What follows belongs to an exercise in optimizing a design on an open flow for small area, a short achievable clock period and few clock cycles; a production flow would make more cautious choices.
At most, simulation tests tie the RTL to the original design; equivalence was not proved.
Power and IR drop assume default switching activity.

tundra:
==> flow/design.v (excerpt) <==
module cnc_motion_core (
    input  wire        clk,
    input  wire        rst,
    input  wire        op_valid,
    output wire        op_ready,
    input  wire [1:0]  op_code,
    input  wire        op_offer,
    input  wire [8:0]  op_addr,
    input  wire [31:0] cmd_dx,
    input  wire [31:0] cmd_dy,
    input  wire [31:0] cmd_dz,
    input  wire [31:0] cmd_speed,
    output reg         rsp_valid,
    output wire        rsp_halted,
    output reg         rsp_consumed,
    output reg  [31:0] rsp_data,
    output wire [2:0]  step,
    output wire [2:0]  dir
);
Settings: LEC_CHECK=0, ABC_AREA=1, CAP_MARGIN=20, CORE_MARGIN=2, CORE_UTILIZATION=45, PLACE_DENSITY=0.65, SLEW_MARGIN=20; clock period 16.0 ns.
standard.sh (not shown) runs the stock make flow with config.mk's settings and CLKGATE_MAP_FILE= SYNTH_SCRIPT=/design/flow/synth_recipe.tcl, a recipe that flattens the netlist after the stock synthesis.
==> flow/flow/run.sh <==
#!/bin/bash
# The standard layout (the standard.sh, standard synthesis included),
# with ORFS's timing repair asked to aim for a larger setup slack than the
# default, so that it works on paths that already meet the clock.
set -euo pipefail
bash standard.sh 'BUFFER_PORTS_ARGS=-buffer_cell sky130_fd_sc_hd__buf_4' SETUP_SLACK_MARGIN=11 finish > flow_make.log 2>&1
Testbench counts of tundra, summed over its fixed seeds: cycles 504,258.
Input-level comparison between harbor and tundra:
# tundra
export LEC_CHECK = 0
export ABC_AREA = 1
export CAP_MARGIN = 20
export CORE_MARGIN = 2
export CORE_UTILIZATION = 45
export PLACE_DENSITY = 0.65
export SLEW_MARGIN = 20
create_clock -name core_clock -period 16.0 [get_ports {clk}]
# harbor
export LEC_CHECK = 0
export CAP_MARGIN = 20
export CORE_MARGIN = 2
export CORE_UTILIZATION = 45
export PLACE_DENSITY = 0.65
export SLEW_MARGIN = 20
create_clock -name core_clock -period 16.0 [get_ports {clk}]
### Flow results
Changes observed in harbor relative to tundra: cell count after synthesis has decreased, register fraction of the total cell area went up 0.48 points, met3 routing resource usage after global routing now sits higher, clock network area share shows a reduction of 0.27 points.
The layout overhead on the synthesized area of harbor exceeds that of tundra by 0.99 points.
Between harbor and tundra, it is harbor whose global-route usage over all layers is higher, by 1.9 points.
Going from tundra to harbor, die area shrank by a few percent.
harbor vs tundra: fmax up
From tundra to harbor the numbers moved as follows: total non-filler cell area in the finished layout down about 1.4%; number of antenna repair diodes has increased; core occupancy in the finished layout shows an increase of 0.30 points.
diff inputs: harbor => nickel
# harbor
export LEC_CHECK = 0
export CAP_MARGIN = 20
export CORE_MARGIN = 2
export CORE_UTILIZATION = 45
export PLACE_DENSITY = 0.65
export SLEW_MARGIN = 20
create_clock -name core_clock -period 16.0 [get_ports {clk}]
# nickel
export LEC_CHECK = 0
export CAP_MARGIN = 20
export CORE_MARGIN = 2
export CORE_UTILIZATION = 55
export PLACE_DENSITY = 0.75
export SLEW_MARGIN = 20
create_clock -name core_clock -period 16.0 [get_ports {clk}]
==> comparison <==
- In the flow results for harbor and nickel, the minimum clock period after layout is larger on nickel.
- The lower relative area change from synthesis to final layout of harbor and nickel is in nickel.
- Side by side, actual slew at the worst max-slew pin turned out lower in nickel than in harbor.
- Of nickel and harbor, it is nickel that has the higher core utilization.
- Against harbor as the reference, nickel delivers a lower routed wire length.
- Against harbor, nickel comes in 4.0 points higher on met3 track utilization from global routing.
- Delta(proportion of power drawn by the clock network, nickel - harbor) < 0
- From harbor to nickel the numbers moved as follows: logic depth of the worst path, buffers included went up, die area went down, worst hold slack did not really move.


Another version of the RTL of cnc_motion_core (not shown whole).
For scale: ~5,300 cells after synthesis, about 730 flip-flops, roughly 190 I/O pins, ~46,000 sq um of cells after synthesis.
export LEC_CHECK = 0
export CAP_MARGIN = 20
export CORE_MARGIN = 2
export CORE_UTILIZATION = 30
export PLACE_DENSITY = 0.5
export SLEW_MARGIN = 20
create_clock -name core_clock -period 16.0 [get_ports {clk}]
==> flow/flow/run.sh <==
#!/bin/bash
# The standard layout (the standard.sh, standard synthesis included),
# with ORFS's timing repair asked to aim for a larger setup slack than the
# default, so that it works on paths that already meet the clock.
set -euo pipefail
bash standard.sh 'BUFFER_PORTS_ARGS=-buffer_cell sky130_fd_sc_hd__buf_4' SETUP_SLACK_MARGIN=10 finish > flow_make.log 2>&1
The first run passed the timing, DRC and antenna checks.
Next try:
==> flow/flow/run.sh (replaced) <==
#!/bin/bash
# The standard layout (the standard.sh, standard synthesis included),
# with ORFS's timing repair asked to aim for a larger setup slack than the
# default, so that it works on paths that already meet the clock.
set -euo pipefail
bash standard.sh SETUP_SLACK_MARGIN=12 finish > flow_make.log 2>&1
Result: Non-clock buffer count is higher by 654; cell area came out higher by a quarter to a third; first-iteration DRC count is higher by about a fifth; count of clock-buffer cells in the layout rose by 1; setup slack improves by 0.89 ns; wire length grows by about a fifth; flip-flop and latch count does not change; total power came out higher by about a fifth; clock skew went up by 0.023 ns; synthesized cell count does not change.
Next try:
--- a/flow/flow/run.sh
+++ b/flow/flow/run.sh
@@ -4,3 +4,3 @@
 # default, so that it works on paths that already meet the clock.
 set -euo pipefail
-bash standard.sh SETUP_SLACK_MARGIN=12 finish > flow_make.log 2>&1
+bash standard.sh SETUP_SLACK_MARGIN=11 finish > flow_make.log 2>&1
After rerunning: Area after synthesis does not change; wire length decreases by 13%; design area falls by 18%.
Next try:
--- a/flow/flow/run.sh
+++ b/flow/flow/run.sh
@@ -4,3 +4,3 @@
 # default, so that it works on paths that already meet the clock.
 set -euo pipefail
-bash standard.sh SETUP_SLACK_MARGIN=11 finish > flow_make.log 2>&1
+bash standard.sh SETUP_SLACK_MARGIN=10 finish > flow_make.log 2>&1
=>
- combinational power shrinks by a little under a tenth
- clock-buffer cell count grows by 7
- synthesized cell count is unchanged
- final area shrinks by a few percent
- power shrinks by a few percent
- global-route usage shrinks by 0.28 points
- clock skew shrinks by 0.028 ns
- setup slack loses 0.87 ns
No run of this note included a check of the RTL's function; only the layout flow was run.


Setup of main:
cnc_motion_core, a different RTL version from the one above (not shown whole).
Size: ~5300 cells after synthesis, ~730 flip-flops, roughly 190 I/O pins, ~0.046 sq mm of cells after synthesis.
Settings: LEC_CHECK=0, CAP_MARGIN=20, CORE_MARGIN=2, CORE_UTILIZATION=30, PLACE_DENSITY=0.5, SLEW_MARGIN=20; clock period 16.0 ns.
==> flow/flow/run.sh <==
#!/bin/bash
# The standard layout (the standard.sh, standard synthesis included),
# with ORFS's timing repair asked to aim for a larger setup slack than the
# default, so that it works on paths that already meet the clock.
set -euo pipefail
bash standard.sh 'BUFFER_PORTS_ARGS=-buffer_cell sky130_fd_sc_hd__buf_4' SETUP_SLACK_MARGIN=11.5 finish > flow_make.log 2>&1
Testbench counts of main, summed over its fixed seeds: cycles 517,048.
Edits applied to the flow inputs when going from main to the feature branch:
==> flow/flow/run.sh <==
#!/bin/bash
# The standard layout (the standard.sh, standard synthesis included),
# with ORFS's timing repair asked to aim for a larger setup slack than the
# default, so that it works on paths that already meet the clock.
set -euo pipefail
bash standard.sh 'BUFFER_PORTS_ARGS=-buffer_cell sky130_fd_sc_hd__buf_4' SETUP_SLACK_MARGIN=11 finish > flow_make.log 2>&1
Notes after the runs:
The feature branch was carried through to the last stage, and its layout satisfied the timing, DRC and antenna checks. Fraction of area in registers | the feature branch above main. What main reported for combinational power has to be multiplied by 0.901 to get the figure for the feature branch. Taking main as 1.0, the feature branch lands at 0.882 on post-route met1 wirelength. Diff the feature branch..main | proportion of synthesized chip area in sequential cells | unchanged. Changes observed in the feature branch relative to main: critical path data arrival time now sits higher; number of standard cells in the layout, taps in and fillers out now sits lower. Against main, the feature branch comes in 0.99 points lower on met2 demand-to-capacity share in global routing. Compare main and the feature branch | placer congestion estimate lower: the feature branch. Re number of clock buffer instances in the layout: main and the feature branch aren't equal, and the higher value belongs to the feature branch. Re sequential cell count: no difference whatsoever between main and the feature branch. Status: count of multi-input combinational gates parity (main, the feature branch).


cnc_motion_core, a different RTL version from the one above (not shown whole).
Size: roughly 5300 cells after synthesis, roughly 730 flip-flops, about 190 I/O pins.
clock: 16.0 ns
lec_check: 0
cap_margin: 20
core_margin: 2
core_utilization: 45
cts_cluster_diameter: 70
cts_cluster_size: 25
place_density: 0.65
slew_margin: 20
==> flow/flow/run.sh <==
#!/bin/bash
# The standard layout (the standard.sh, standard synthesis included),
# with ORFS's timing repair asked to aim for a larger setup slack than the
# default, so that it works on paths that already meet the clock.
set -euo pipefail
bash standard.sh 'BUFFER_PORTS_ARGS=-buffer_cell sky130_fd_sc_hd__buf_4' SETUP_SLACK_MARGIN=11 finish > flow_make.log 2>&1
The baseline completed without violations.
Testbench counts at the start, summed over its fixed seeds: cycles 502,958.
Then changed:
CTS_CLUSTER_DIAMETER = 80   (was 70)
CTS_CLUSTER_SIZE = 30   (was 25)
Combinational power stays flat.
Routed wire length barely changes.
Die area does not change.
Worst setup slack got worse by 0.0085 ns.
Then changed:
CTS_CLUSTER_DIAMETER = 60   (was 80)
CTS_CLUSTER_SIZE = 20   (was 30)
=> Final area climbs by a few percent; register-to-register slack gains 0.09 ns; worst hold slack loses 0.0067 ns; die area is unchanged.
Then changed:
CTS_CLUSTER_DIAMETER = default   (was 60)
CTS_CLUSTER_SIZE = default   (was 20)
What happened: The new run ran to the end with no violations. Hold slack stays flat. Maximum frequency stays flat. Sequential share of layout area drops by 0.13 points. Design area climbs slightly.


Setup of rev 12:
Another version of the RTL of cnc_motion_core (not shown whole).
Size in the first run: about 5300 cells after synthesis, about 730 flip-flops, ~190 I/O pins.
export LEC_CHECK = 0
export CAP_MARGIN = 20
export CORE_MARGIN = 2
export CORE_UTILIZATION = 30
export PLACE_DENSITY = 0.5
export SLEW_MARGIN = 20
create_clock -name core_clock -period 16.0 [get_ports {clk}]
run.sh (not shown) runs the stock make flow with config.mk's settings and CLKGATE_MAP_FILE= SYNTH_SCRIPT=/design/flow/synth_recipe.tcl, a recipe that flattens the netlist after the stock synthesis.
Stock flow here: none of the scripts above is used.
What rev 13 does differently from rev 12 at the input level:
==> flow/flow/run.sh (new file) <==
#!/bin/bash
# The standard layout (the standard.sh, standard synthesis included),
# with ORFS's timing repair asked to aim for a larger setup slack than the
# default, so that it works on paths that already meet the clock.
set -euo pipefail
bash standard.sh SETUP_SLACK_MARGIN=10 finish > flow_make.log 2>&1
==> flow/standard.sh (new file) <==
#!/bin/bash
# synth_recipe.tcl (not shown) runs the flow's synth.tcl, then flattens the netlist and writes it again
# the make line also repeats each setting of config.mk as NAME=value (left out here)
make -C /OpenROAD-flow-scripts/flow DESIGN_CONFIG=/design/flow/config.mk WORK_HOME=/design/flow/orfs CLKGATE_MAP_FILE= SYNTH_SCRIPT=/design/flow/synth_recipe.tcl "${@:-finish}"
removed: flow/run.sh
==> comparison <==
Compared with rev 12, in rev 13 clock network power share moved up, required time of the worst setup path closely matched the old numbers. Taking rev 12 as the reference, in rev 13 met2 wire length moved up; final worst setup slack rose 1.48 ns; clock latency on the worst-skew pair held; register-to-register slack went up 1.00 ns. NOTE total vias in the final route rev 12->rev 13 increased slightly. Changes observed in rev 13 relative to rev 12: cell area after layout increased 1.2%; total power increased 0.11 mW; global-route met3 utilization fell by 0.35 points. The global-route met1 utilization of rev 13 exceeds that of rev 12 by 0.30 points.
Function was not checked in any run of this note: the RTL went through the layout flow alone.

==> separate check: timing with driven ports <==
No port has a modelled driver above. Below, the same layouts with a new extraction and two added sets of constraints.
Step 1, drivers: a clkbuf_16 drives clk and a buf_2 each remaining input, both assumed.
Step 2 moves the port delays by t, midway between the first and last clock arrival at a register: inputs arrive t later, outputs are due t later. That takes back most of the time a late clock gives input paths.
Three values: no drivers, after step 1, after step 2; two values: the first two.
run | t (ns) | slack for setup (ns) | clock arrival spread, ns | worst data-port slew with drivers (ns) | cell pins on the clock port's net
tundra | 0.754 | 10.895 / 10.924 / 10.170 | 0.042 / 0.042 | 0.11 | 1
harbor | 0.764 | 10.957 / 10.952 / 10.188 | 0.022 / 0.021 | 0.14 | 1
nickel | 0.733 | 10.907 / 10.949 / 10.216 | 0.043 / 0.042 | 0.06 | 1
the first run of note 2 | 0.811 | 10.228 / 10.228 / 9.490 | 0.054 / 0.054 | 0.06 | 1
the second run of note 2 | 0.804 | 11.122 / 11.094 / 10.290 | 0.078 / 0.077 | 0.12 | 1
the third run of note 2 | 0.787 | 11.018 / 10.971 / 10.280 | 0.084 / 0.084 | 0.07 | 1
the fourth run of note 2 | 0.812 | 10.151 / 10.151 / 9.396 | 0.056 / 0.055 | 0.07 | 1
main | 0.800 | 11.213 / 11.252 / 10.452 | 0.040 / 0.040 | 0.07 | 1
the feature branch | 0.785 | 11.004 / 11.052 / 10.267 | 0.074 / 0.074 | 0.06 | 1
the first run of note 4 | 0.758 | 10.989 / 11.015 / 10.257 | 0.042 / 0.042 | 0.06 | 1
the second run of note 4 | 0.762 | 10.980 / 10.980 / 10.256 | 0.049 / 0.050 | 0.06 | 1
the third run of note 4 | 0.752 | 10.927 / 10.947 / 10.195 | 0.041 / 0.040 | 0.06 | 1
the fourth run of note 4 | 0.747 | 10.914 / 10.934 / 10.187 | 0.032 / 0.032 | 0.06 | 1
rev 12 | 0.786 | 8.536 / 8.588 / 7.802 | 0.032 / 0.032 | 0.18 | 1
rev 13 | 0.782 | 10.016 / 10.054 / 9.273 | 0.048 / 0.049 | 0.19 | 1
After both steps every run listed still meets setup and hold. For the second run of note 2, which loses most, drivers alone change the setup slack by -0.028 ns; drivers and shift together by -0.832 ns.
